This is an optimization exercise on Yosys and OpenROAD, whose aim is small area, a short achievable clock period and few clock cycles, not a production implementation.
In this exercise RTL edits were held to simulation tests only and were not proved equivalent to the original.
No activity file was given, so power comes from the tool's default toggle rates.

==> inputs of run a <==
// fscv
module fscv (
    input  wire        clk,
    input  wire        rst,
    input  wire        bus_wr,
    input  wire [17:0] bus_addr,
    input  wire [31:0] bus_wdata,
    output reg  [31:0] bus_rdata,
    input  wire        rx_valid,
    input  wire [7:0]  rx_data,
    output wire        rx_ready,
    output wire        tx_valid,
    output reg  [7:0]  tx_data,
    input  wire        tx_ready,
    input  wire        tick,
    output wire        irq
);
clock: 10.0 ns
lec_check: 0
cap_margin: 20
core_margin: 2
core_utilization: 40
place_density: 0.6
setup_slack_margin: 3
slew_margin: 20
run.sh (not shown) runs the stock make flow with config.mk's settings and CLKGATE_MAP_FILE= SYNTH_SCRIPT=/design/flow/synth_recipe.tcl, a recipe that flattens the netlist after the stock synthesis.
==> run b (differences from run a) <==
--- a/flow/design.v
+++ b/flow/design.v
@@ -51,16 +51,15 @@
     reg [7:0]  res;
     reg [6:0]  tlv_off;      
     reg [7:0]  tlv_len;
     reg        tlv_found;
     reg [8:0]  eng_idx;      
     reg [7:0]  eng_acc;      
     reg [1:0]  tlv_st;       
-    reg        tlv_two;      
-    reg [7:0]  tlv_tag;      
+    reg        tlv_hit;      
     reg [7:0]  tx_acc;       
     reg [7:0]  dmask;        
     reg        dlast;        
     reg        wr_act;       
     reg        rd_act;       
     reg        exp_r;        
     wire pend = p_ill | p_rng;
@@ -83,16 +82,24 @@
     wire op_dcs   = (op == OP_DCS);
     wire op_find  = (op == OP_FIND);
     wire expired  = exp_r;
     assign rx_ready = rd_act && !exp_r;
     assign tx_valid = wr_act;
     assign irq      = cfg_ie && done;
     wire [2:0]  ech      = eng_idx[5:3];
-    wire [63:0] tx_chunk = txm[ech * 64 +: 64];
-    wire [63:0] rx_chunk = rxm[ech * 64 +: 64];
+    reg  [63:0] tx_chunk, rx_chunk;
+    integer c;
+    always @(*) begin
+        tx_chunk = 64'd0;
+        rx_chunk = 64'd0;
+        for (c = 0; c < 8; c = c + 1) begin
+            tx_chunk = tx_chunk | ({64{ech == c}} & txm[c * 64 +: 64]);
+            rx_chunk = rx_chunk | ({64{ech == c}} & rxm[c * 64 +: 64]);
+        end
+    end
     wire [63:0] chunk    = a_sel ? rx_chunk : tx_chunk;
     wire [7:0]  eng_byte = chunk[eng_idx[2:0] * 8 +: 8];
     wire [6:0] tlen7   = tx_len[6:0];
     wire [6:0] tend    = tlen7 + 7'd6;
     wire [6:0] tcn     = tx_cnt + 7'd1;
     wire       tx_pay  = (tx_cnt >= 7'd6) && (tx_cnt < tend);
     wire       tn_pay  = (tcn >= 7'd6) && (tcn < tend);
@@ -114,67 +121,63 @@
     wire        reg_region = (bus_addr[17:16] == 2'd0);
     wire        txb_region = (bus_addr[17:16] == 2'd1);
     wire        rxb_region = (bus_addr[17:16] == 2'd2);
     wire        buf_inrange = (bus_addr[15:6] == 10'd0);
     wire [3:0]  buf_word = bus_addr[5:2];
     wire        reg_hit = reg_region && (bus_addr[15:7] == 9'd0);
     wire [4:0]  reg_idx = bus_addr[6:2];
-    reg  [31:0] tx_word, rx_word;
+    wire        txb_hit = txb_region && buf_inrange;
+    wire        rxb_hit = rxb_region && buf_inrange;
+    reg  [31:0] tx_word, rx_word, reg_word;
     integer k;
     always @(*) begin
         tx_word = 32'd0;
         rx_word = 32'd0;
         for (k = 0; k < 16; k = k + 1) begin
             tx_word = tx_word | ({32{buf_word == k}} & txm[k * 32 +: 32]);
             rx_word = rx_word | ({32{buf_word == k}} & rxm[k * 32 +: 32]);
         end
-    end
-    always @(*) begin
-        bus_rdata = 32'd0;
-        if (reg_hit) begin
-            case (reg_idx)
-                5'd0:  bus_rdata = 32'h46530001;
-                5'd1:  bus_rdata = {16'd0, cfg_marker, 7'd0, cfg_ie};
-                5'd3:  bus_rdata = status_word;
-                5'd4:  bus_rdata = deadline;
-                5'd5:  bus_rdata = elapsed;
-                5'd6:  bus_rdata = {16'd0, tx_len};
-                5'd7:  bus_rdata = {25'd0, tx_cnt};
-                5'd8:  bus_rdata = {16'd0, rx_len};
-                5'd9:  bus_rdata = {25'd0, rx_cnt};
-                5'd10: bus_rdata = {dcs_calc, post_rx, dcs_rx, lcs_rx};
-                5'd11: bus_rdata = rx_total;
-                5'd12: bus_rdata = {16'd0, win_base};
-                5'd13: bus_rdata = {16'd0, win_len};
-                5'd14: bus_rdata = {24'd0, res};
-                5'd15: bus_rdata = {7'd0, tlv_found, tlv_len, 9'd0, tlv_off};
-                5'd16: bus_rdata = 32'h00400040;     
-                default: bus_rdata = 32'd0;
-            endcase
-        end else if (txb_region && buf_inrange) begin
-            bus_rdata = tx_word;
-        end else if (rxb_region && buf_inrange) begin
-            bus_rdata = rx_word;
-        end
+        case (reg_idx)
+            5'd0:  reg_word = 32'h46530001;
+            5'd1:  reg_word = {16'd0, cfg_marker, 7'd0, cfg_ie};
+            5'd3:  reg_word = status_word;
+            5'd4:  reg_word = deadline;
+            5'd5:  reg_word = elapsed;
+            5'd6:  reg_word = {16'd0, tx_len};
+            5'd7:  reg_word = {25'd0, tx_cnt};
+            5'd8:  reg_word = {16'd0, rx_len};
+            5'd9:  reg_word = {25'd0, rx_cnt};
+            5'd10: reg_word = {dcs_calc, post_rx, dcs_rx, lcs_rx};
+            5'd11: reg_word = rx_total;
+            5'd12: reg_word = {16'd0, win_base};
+            5'd13: reg_word = {16'd0, win_len};
+            5'd14: reg_word = {24'd0, res};
+            5'd15: reg_word = {7'd0, tlv_found, tlv_len, 9'd0, tlv_off};
+            5'd16: reg_word = 32'h00400040;     
+            default: reg_word = 32'd0;
+        endcase
+        bus_rdata = ({32{reg_hit}} & reg_word) | ({32{txb_hit}} & tx_word) |
+                    ({32{rxb_hit}} & rx_word);
     end
     wire [31:0] w = bus_wdata;
     reg         w_defined;
     always @(*) begin
         case (w[7:0])
             OP_NOP, OP_PCLR, OP_READ, OP_WRITE, OP_ABORT:
                      w_defined = (w[31:8] == 24'd0);
             OP_LCS:  w_defined = (w[31:24] == 8'd0);
             OP_DCS:  w_defined = (w[31:17] == 15'd0) && (w[15:8] == 8'd0);
             OP_PSTEP: w_defined = (w[31:16] == 16'd0);
             OP_FIND: w_defined = (w[31:17] == 15'd0);
             default: w_defined = 1'b0;
         endcase
     end
-    wire [16:0] win_end17 = {1'b0, win_base} + {1'b0, win_len};
-    wire        win_bad   = (win_end17 > CAP);
+    wire [7:0]  win_end8  = {1'b0, win_base[6:0]} + {1'b0, win_len[6:0]};
+    wire        win_bad   = (win_base[15:7] != 9'd0) || (win_len[15:7] != 9'd0) ||
+                            (win_end8 > CAP);
     wire        txlen_bad = (tx_len > CAP);
     wire        w_range   = ((w[7:0] == OP_DCS || w[7:0] == OP_FIND) && win_bad) ||
                             (w[7:0] == OP_WRITE && txlen_bad);
     wire wr_reg   = bus_wr && reg_hit;
     wire wr_cfg   = wr_reg && reg_idx == 5'd1;
     wire wr_cmd   = wr_reg && reg_idx == 5'd2;
     wire wr_stat  = wr_reg && reg_idx == 5'd3;
@@ -198,15 +201,15 @@
             wire hw = host_bw && rxb_region && buf_word == gi / 4;
             wire sw = rx_store && rx_cnt[5:0] == gi;
             always @(posedge clk)
                 if (hw || sw)
                     rxm[gi * 8 +: 8] <= busy ? rx_data : bus_wdata[(gi % 4) * 8 +: 8];
         end
     endgenerate
-    wire [6:0] wend   = win_end17[6:0];
+    wire [6:0] wend   = win_end8[6:0];
     wire [5:0] wlast  = wend[5:0] - 6'd1;            
     wire       wzero  = (win_len[6:0] == 7'd0);
     reg  [7:0] fmask, lmask;
     integer j;
     always @(*)
         for (j = 0; j < 8; j = j + 1) begin
             fmask[j] = (j >= win_base[2:0]);
@@ -232,14 +235,15 @@
     wire [7:0]  mb7 = chunk[63:56] & {8{dmask[7]}};
     wire [7:0]  dsum = eng_acc + mb0 + mb1 + mb2 + mb3 + mb4 + mb5 + mb6 + mb7;
     reg        fin;
     reg [3:0]  fin_code;
     wire [1:0] s_next = delta(sync, rx_data);
     wire [8:0] i1     = eng_idx + 9'd1;
     wire [9:0] i_end  = {1'b0, i1} + {2'b00, eng_byte};
+    wire [6:0] f_room = wend - eng_idx[6:0] - 7'd1;
     wire [7:0] lcs_w  = 8'd0 - (w[23:16] + w[15:8]);
     wire [7:0] lcs_rl = 8'd0 - (rx_len[15:8] + rx_len[7:0]);
     always @(posedge clk) begin
         fin      = 1'b0;
         fin_code = E_OK;
         if (rst) begin
             cfg_ie     <= 1'b0;
@@ -322,16 +326,15 @@
                     eng_acc <= 8'hFF;
                     dmask   <= wzero ? 8'd0 : (fmask & (w_single ? lmask : 8'hFF));
                     dlast   <= wzero || w_single;
                     wr_act  <= (bus_wdata[7:0] == OP_WRITE) && w_defined && !w_range;
                     rd_act  <= (bus_wdata[7:0] == OP_READ) && w_defined && !w_range;
                     exp_r   <= (deadline == 32'd0);
                     tlv_st  <= TS_TAG;
-                    tlv_two <= 1'b0;
-                    tlv_tag <= 8'd0;
+                    tlv_hit <= 1'b0;
                 end
             end
             if (busy) begin
                 if (pend) begin
                     fin      = 1'b1;
                     fin_code = pend_code;
                 end else begin
@@ -368,27 +371,26 @@
                                 tlv_len   <= 8'd0;
                                 tlv_found <= 1'b0;
                                 fin      = 1'b1;
                                 fin_code = E_NOTFOUND;
                             end else begin
                                 case (tlv_st)
                                     TS_TAG: begin
-                                        tlv_tag <= eng_byte;
-                                        tlv_two <= (eng_byte == cfg_marker);
+                                        tlv_hit <= (eng_byte != cfg_marker) && (eng_byte == a_byte);
                                         tlv_st  <= (eng_byte == cfg_marker) ? TS_TAG2 : TS_LEN;
                                         eng_idx <= i1;
                                     end
                                     TS_TAG2: begin
                                         tlv_st  <= TS_LEN;
                                         eng_idx <= i1;
                                     end
                                     default: begin
-                                        if (!tlv_two && tlv_tag == a_byte) begin
+                                        if (tlv_hit) begin
                                             fin = 1'b1;
-                                            if (i_end > {3'b000, wend}) begin
+                                            if (eng_byte > {1'b0, f_room}) begin
                                                 tlv_off   <= 7'd0;
                                                 tlv_len   <= 8'd0;
                                                 tlv_found <= 1'b0;
                                                 fin_code = E_NOTFOUND;
                                             end else begin
                                                 tlv_off   <= i1[6:0];
                                                 tlv_len   <= eng_byte;
==> flow/flow/run.sh (new file) <==
#!/bin/bash
# The standard layout (the standard.sh: standard synthesis, floorplan,
# placement, routing) with two changes:
#  - clock tree synthesis builds larger sink clusters and inserts no dummy
#    loads, so the clock tree takes less area;
#  - the port buffers are plain buffers (buf_4), which timing repair can size,
#    instead of the delay cells the default choice picks for the outputs.
set -euo pipefail
CTS="-sink_clustering_enable -repair_clock_nets -dont_use_dummy_load -sink_clustering_size 25 -sink_clustering_max_diameter 90"
PORTS="-inputs -outputs -buffer_cell sky130_fd_sc_hd__buf_4"
bash standard.sh "CTS_ARGS=$CTS" "BUFFER_PORTS_ARGS=$PORTS" finish > standard.log 2>&1
==> flow/standard.sh (new file) <==
#!/bin/bash
# synth_recipe.tcl (not shown) runs the flow's synth.tcl, then flattens the netlist and writes it again
# the make line also repeats each setting of config.mk as NAME=value (left out here)
make -C /OpenROAD-flow-scripts/flow DESIGN_CONFIG=/design/flow/config.mk WORK_HOME=/design/flow/orfs CLKGATE_MAP_FILE= SYNTH_SCRIPT=/design/flow/synth_recipe.tcl "${@:-finish}"
==> flow/config.mk (replaced) <==
export PLATFORM = sky130hd
export DESIGN_NAME = fscv
export DESIGN_NICKNAME = fscv
export VERILOG_FILES = /design/flow/design.v
export SDC_FILE = /design/flow/constraint.sdc
export NUM_CORES = 4
export LEC_CHECK = 0
export CAP_MARGIN = 20
export CORE_MARGIN = 2
export CORE_UTILIZATION = 50
export PLACE_DENSITY = 0.6
export SETUP_SLACK_MARGIN = 4.0
export SLEW_MARGIN = 20
export TNS_END_PERCENT = 0
removed: flow/run.sh
==> run c (differences from run a) <==
--- a/flow/design.v
+++ b/flow/design.v
@@ -83,16 +83,24 @@
     wire op_dcs   = (op == OP_DCS);
     wire op_find  = (op == OP_FIND);
     wire expired  = exp_r;
     assign rx_ready = rd_act && !exp_r;
     assign tx_valid = wr_act;
     assign irq      = cfg_ie && done;
     wire [2:0]  ech      = eng_idx[5:3];
-    wire [63:0] tx_chunk = txm[ech * 64 +: 64];
-    wire [63:0] rx_chunk = rxm[ech * 64 +: 64];
+    reg  [63:0] tx_chunk, rx_chunk;
+    integer c;
+    always @(*) begin
+        tx_chunk = 64'd0;
+        rx_chunk = 64'd0;
+        for (c = 0; c < 8; c = c + 1) begin
+            tx_chunk = tx_chunk | ({64{ech == c}} & txm[c * 64 +: 64]);
+            rx_chunk = rx_chunk | ({64{ech == c}} & rxm[c * 64 +: 64]);
+        end
+    end
     wire [63:0] chunk    = a_sel ? rx_chunk : tx_chunk;
     wire [7:0]  eng_byte = chunk[eng_idx[2:0] * 8 +: 8];
     wire [6:0] tlen7   = tx_len[6:0];
     wire [6:0] tend    = tlen7 + 7'd6;
     wire [6:0] tcn     = tx_cnt + 7'd1;
     wire       tx_pay  = (tx_cnt >= 7'd6) && (tx_cnt < tend);
     wire       tn_pay  = (tcn >= 7'd6) && (tcn < tend);
@@ -114,51 +122,46 @@
     wire        reg_region = (bus_addr[17:16] == 2'd0);
     wire        txb_region = (bus_addr[17:16] == 2'd1);
     wire        rxb_region = (bus_addr[17:16] == 2'd2);
     wire        buf_inrange = (bus_addr[15:6] == 10'd0);
     wire [3:0]  buf_word = bus_addr[5:2];
     wire        reg_hit = reg_region && (bus_addr[15:7] == 9'd0);
     wire [4:0]  reg_idx = bus_addr[6:2];
-    reg  [31:0] tx_word, rx_word;
+    wire        txb_hit = txb_region && buf_inrange;
+    wire        rxb_hit = rxb_region && buf_inrange;
+    reg  [31:0] tx_word, rx_word, reg_word;
     integer k;
     always @(*) begin
         tx_word = 32'd0;
         rx_word = 32'd0;
         for (k = 0; k < 16; k = k + 1) begin
             tx_word = tx_word | ({32{buf_word == k}} & txm[k * 32 +: 32]);
             rx_word = rx_word | ({32{buf_word == k}} & rxm[k * 32 +: 32]);
         end
-    end
-    always @(*) begin
-        bus_rdata = 32'd0;
-        if (reg_hit) begin
-            case (reg_idx)
-                5'd0:  bus_rdata = 32'h46530001;
-                5'd1:  bus_rdata = {16'd0, cfg_marker, 7'd0, cfg_ie};
-                5'd3:  bus_rdata = status_word;
-                5'd4:  bus_rdata = deadline;
-                5'd5:  bus_rdata = elapsed;
-                5'd6:  bus_rdata = {16'd0, tx_len};
-                5'd7:  bus_rdata = {25'd0, tx_cnt};
-                5'd8:  bus_rdata = {16'd0, rx_len};
-                5'd9:  bus_rdata = {25'd0, rx_cnt};
-                5'd10: bus_rdata = {dcs_calc, post_rx, dcs_rx, lcs_rx};
-                5'd11: bus_rdata = rx_total;
-                5'd12: bus_rdata = {16'd0, win_base};
-                5'd13: bus_rdata = {16'd0, win_len};
-                5'd14: bus_rdata = {24'd0, res};
-                5'd15: bus_rdata = {7'd0, tlv_found, tlv_len, 9'd0, tlv_off};
-                5'd16: bus_rdata = 32'h00400040;     
-                default: bus_rdata = 32'd0;
-            endcase
-        end else if (txb_region && buf_inrange) begin
-            bus_rdata = tx_word;
-        end else if (rxb_region && buf_inrange) begin
-            bus_rdata = rx_word;
-        end
+        case (reg_idx)
+            5'd0:  reg_word = 32'h46530001;
+            5'd1:  reg_word = {16'd0, cfg_marker, 7'd0, cfg_ie};
+            5'd3:  reg_word = status_word;
+            5'd4:  reg_word = deadline;
+            5'd5:  reg_word = elapsed;
+            5'd6:  reg_word = {16'd0, tx_len};
+            5'd7:  reg_word = {25'd0, tx_cnt};
+            5'd8:  reg_word = {16'd0, rx_len};
+            5'd9:  reg_word = {25'd0, rx_cnt};
+            5'd10: reg_word = {dcs_calc, post_rx, dcs_rx, lcs_rx};
+            5'd11: reg_word = rx_total;
+            5'd12: reg_word = {16'd0, win_base};
+            5'd13: reg_word = {16'd0, win_len};
+            5'd14: reg_word = {24'd0, res};
+            5'd15: reg_word = {7'd0, tlv_found, tlv_len, 9'd0, tlv_off};
+            5'd16: reg_word = 32'h00400040;     
+            default: reg_word = 32'd0;
+        endcase
+        bus_rdata = ({32{reg_hit}} & reg_word) | ({32{txb_hit}} & tx_word) |
+                    ({32{rxb_hit}} & rx_word);
     end
     wire [31:0] w = bus_wdata;
     reg         w_defined;
     always @(*) begin
         case (w[7:0])
             OP_NOP, OP_PCLR, OP_READ, OP_WRITE, OP_ABORT:
                      w_defined = (w[31:8] == 24'd0);
==> flow/config.mk (replaced) <==
export PLATFORM = sky130hd
export DESIGN_NAME = fscv
export DESIGN_NICKNAME = fscv
export VERILOG_FILES = /design/flow/design.v
export SDC_FILE = /design/flow/constraint.sdc
export NUM_CORES = 4
export LEC_CHECK = 0
export CAP_MARGIN = 20
export CORE_MARGIN = 2
export CORE_UTILIZATION = 50
export PLACE_DENSITY = 0.6
export SETUP_SLACK_MARGIN = 4
export SLEW_MARGIN = 20
export TNS_END_PERCENT = 0
==> qor summary <==
|  | run a | run b | run c |
|---|---|---|---|
| Outcome | timing/DRC/antenna clean | timing/DRC/antenna clean | timing/DRC/antenna clean |
| Worst Path Max Fanout | 12 | 8 | 58 |
| Syn Inst Count | 5864 | 6113 | 6126 |
| Total number of nets in the final design | 6353 | 6496 | 6558 |
| Portion of netlist area occupied by mux cells | 0.0879 | 0.00676 | 0.0130 |
| Largest vdd supply drop | 0.226 mV | 0.135 mV | 0.201 mV |
| Max stage delay on crit path | 0.58 ns | 0.58 ns | 0.64 ns |
| Flip-flop and latch power | 0.00609 W | 0.00604 W | 0.00609 W |
| Hold Path Sink | rd_act | tlv_len[3] | rd_act |
| Sequential cell count | 1352 | 1344 | 1352 |
| Share of layout cells above drive strength 1 | 0.171 | 0.143 | 0.142 |
| Wire length of the first global-routing pass | 463000 µm | 460000 µm | 464000 µm |
| Hold wc startpoint | rd_act | tlv_len[3] | rd_act |
| Setup slack of the critical path after layout | 2.88 ns | 3.31 ns | 3.19 ns |
| Simple-gate share of the synthesized area | 0.102 | 0.105 | 0.103 |
| Area of the multi-input gates | 30500 µm² | 29300 µm² | 29800 µm² |
| Cell area after placement | 75100 µm² | 71900 µm² | 73100 µm² |
| Period minus WS final | 7.12 ns | 6.69 ns | 6.81 ns |
| Relative area of clock buffers and inverters in the final design | 0.0604 | 0.0219 | 0.0618 |
| Pwr Total | 0.0133 W | 0.0109 W | 0.0137 W |
| Reg2Reg Depth | 24 | 21 | 26 |
| Chip height | 422 µm | 373 µm | 375 µm |
| Synth-to-Final Area Change | 17.7% | 14.1% | 17.9% |
| GRT Resource Usage Total | 0.372 | 0.475 | 0.476 |
Testbench counts of run a, summed over its fixed seeds: cycles 27,616.
Testbench counts of run b, summed over its fixed seeds: cycles 27,616.
Testbench counts of run c, summed over its fixed seeds: cycles 27,616.

-- port drivers added, routing unchanged --
How much do the figures lean on ideal ports? The routed layouts below were timed once more, with nothing changed but the port constraints.
Step 1 sets driving cells, clkbuf_16 on the clock port and buf_2 on the other inputs (assumed; they add their load-dependent delay and slew).
Step 2 times the ports against the registers' clock, not the clock port: input delays grow and output delays shrink by t, the midpoint of the rising clock arrivals with the driver on.
Three values: ideal, step 1, step 2; two values: the first two.
run | t, ns | setup WS [ns] | worst setup path after step 2 | latest minus earliest clock arrival (ns)
run a | 0.900 | 2.878 / 2.852 / 2.643 | input to register | 0.095 / 0.094
run b | 0.803 | 3.313 / 3.131 / 3.131 | input to output | 0.094 / 0.094
run c | 0.894 | 3.186 / 3.064 / 2.646 | input to register | 0.052 / 0.052
After both steps setup and hold are still met in every run listed. The setup slack of run c, which loses most, moves by -0.122 ns with the drivers and by -0.540 ns with both steps.
